This is an optimization exercise on Yosys and OpenROAD, whose aim is small area, a short achievable clock period and few clock cycles, not a production implementation.
In this exercise RTL edits were held to simulation tests only and were not proved equivalent to the original.

epsilon:
## fpl
module fpl (
    input  wire         clk,
    input  wire         rst,             
    input  wire         row_we,
    input  wire [6:0]   row_addr,
    input  wire [7:0]   row_wdata,
    input  wire         bitcnt_we,
    input  wire [15:0]  bitcnt_wdata,
    input  wire         cmd_we,
    input  wire [2:0]   cmd_entry,
    output reg  [1:0]   phase,           
    output reg  [2:0]   outcome,
    output reg  [3:0]   variant,
    output reg          mic_ok,
    output wire [15:0]  bitoff,
    output reg  [4:0]   flen,
    output reg  [135:0] frame,           
    output reg  [19:0]  present,
    output reg  [23:0]  f_id,
    output reg  [15:0]  f_batt,
    output reg  [11:0]  f_batt_mv,
    output reg  [15:0]  f_temp,
    output reg  [7:0]   f_hum,
    output reg  [15:0]  f_press,
    output reg  [8:0]   f_wdir,
    output reg  [23:0]  f_wavg,
    output reg  [23:0]  f_wmax,
    output reg  [24:0]  f_rain,
    output reg  [15:0]  f_uv,
    output reg  [3:0]   f_uvi,
    output reg  [23:0]  f_light,
    output reg  [13:0]  f_pm25,
    output reg  [13:0]  f_pm10,
    output reg  [7:0]   f_moist,
    output reg  [2:0]   f_boost,
    output reg  [8:0]   f_adraw,
    output reg  [47:0]  f_rclk
);
==> flow/config.mk <==
export PLATFORM = sky130hd
export DESIGN_NAME = fpl
export DESIGN_NICKNAME = fpl
export VERILOG_FILES = /design/flow/design.v
export SDC_FILE = /design/flow/constraint.sdc
export NUM_CORES = 4
export LEC_CHECK = 0
export CAP_MARGIN = 20
export CORE_MARGIN = 2
export CORE_UTILIZATION = 48
export CTS_CLUSTER_DIAMETER = 100
export CTS_CLUSTER_SIZE = 24
export PLACE_DENSITY = 0.67
export SLEW_MARGIN = 20
export TNS_END_PERCENT = 100
==> flow/constraint.sdc <==
create_clock -name core_clock -period 10.0 [get_ports {clk}]
set_input_delay 2.0000 -clock core_clock [delete_from_list [all_inputs] [get_ports {clk}]]
set_output_delay 2.0000 -clock core_clock [all_outputs]
set_load 0.01 [all_outputs]
standard.sh (not shown) runs the stock make flow with config.mk's settings and CLKGATE_MAP_FILE= SYNTH_SCRIPT=/design/flow/synth_recipe.tcl, a recipe that flattens the netlist after the stock synthesis.
==> flow/flow/run.sh <==
#!/bin/bash
set -euo pipefail
bash standard.sh SETUP_SLACK_MARGIN=6.4 'BUFFER_PORTS_ARGS=-buffer_cell sky130_fd_sc_hd__buf_2' finish > layout_make.log 2>&1
epsilon finished every stage and its layout cleared the timing, DRC and antenna checks.
Testbench counts of epsilon, summed over its fixed seeds: cycles 21,898.
## Diff of input files: beta against epsilon
- CTS_CLUSTER_SIZE now 20, was 24
- PLACE_DENSITY now 0.65, was 0.67
- CORE_UTILIZATION now 45, was 48
### Flow results
- Higher starting DRC count in detailed routing goes to epsilon over beta.
- Taking epsilon as the reference, in beta met2 layer wire length in the routed design has increased; average vias per placed instance down 2.0%; non-clock buffer count in the final layout went up by about 1.3%; design area went up 810 sq um.
- Tap cell count in beta is 155 above epsilon.

========
Setup of 01-11:
Another version of the RTL of fpl (not shown whole).
For scale: roughly 6600 cells after synthesis, about 1900 flip-flops, ~0.082 mm^2 of cells after synthesis.
Settings: LEC_CHECK=0, CAP_MARGIN=20, CORE_MARGIN=2, CORE_UTILIZATION=40, PLACE_DENSITY=0.6, SLEW_MARGIN=20, TNS_END_PERCENT=100; clock period 10.0 ns.
==> flow/flow/run.sh <==
#!/bin/bash
set -euo pipefail
bash standard.sh SETUP_SLACK_MARGIN=6.4 'BUFFER_PORTS_ARGS=-buffer_cell sky130_fd_sc_hd__buf_4' finish > layout_make.log 2>&1
Testbench counts of 01-11, summed over its fixed seeds: cycles 21,898.
Inputs modified between 01-11 and 09-15:
Settings: a change of PLACE_DENSITY from 0.6 to 0.65; an added CTS_CLUSTER_DIAMETER of 100; a change of CORE_UTILIZATION from 40 to 45; an added CTS_CLUSTER_SIZE of 20.
==> flow/flow/run.sh <==
#!/bin/bash
set -euo pipefail
bash standard.sh SETUP_SLACK_MARGIN=6.4 'BUFFER_PORTS_ARGS=-buffer_cell sky130_fd_sc_hd__buf_2' finish > layout_make.log 2>&1
### Flow results
Total non-filler cell area in the finished layout, 09-15 vs 01-11: down by a few percent
Number of standard cells in the final layout excluding fillers: 09-15 vs 01-11 down 492
Number of fillers in the final layout came out lower on 09-15 than on 01-11.

## separate check: timing with driven ports
How much do the figures lean on ideal ports? The routed layouts below were timed once more, with nothing changed but the port constraints. Step 1 (the two cells are an assumption about what drives the block):
set clk [get_ports {clk}]
set_driving_cell -lib_cell sky130_fd_sc_hd__clkbuf_16 $clk
set_driving_cell -lib_cell sky130_fd_sc_hd__buf_2 [delete_from_list [all_inputs] $clk]
Step 2 also shifts input and output timing later by t, the mid clock arrival at the registers, as if the neighbouring blocks saw the same clock. Slacks: ideal ports / drivers / drivers and shift; pairs: ideal ports / drivers.
run	t, ns	setup slack, ns	worst hold slack (ns)	worst setup path after step 2	latest minus earliest clock arrival (ns)
epsilon	0.882	6.240 / 6.240 / 5.704	0.445 / 0.445 / 0.445	input to register	0.082 / 0.082
beta	0.903	6.204 / 6.204 / 5.740	0.444 / 0.444 / 0.444	input to register	0.064 / 0.064
01-11	0.952	6.226 / 6.226 / 5.648	0.422 / 0.422 / 0.422	input to register	0.057 / 0.057
09-15	0.907	6.258 / 6.258 / 5.531	0.454 / 0.454 / 0.454	input to register	0.054 / 0.055
After both steps setup and hold are still met in every run listed. For 09-15, which loses most, drivers alone change the setup slack by 0.000 ns; drivers and shift together by -0.727 ns.
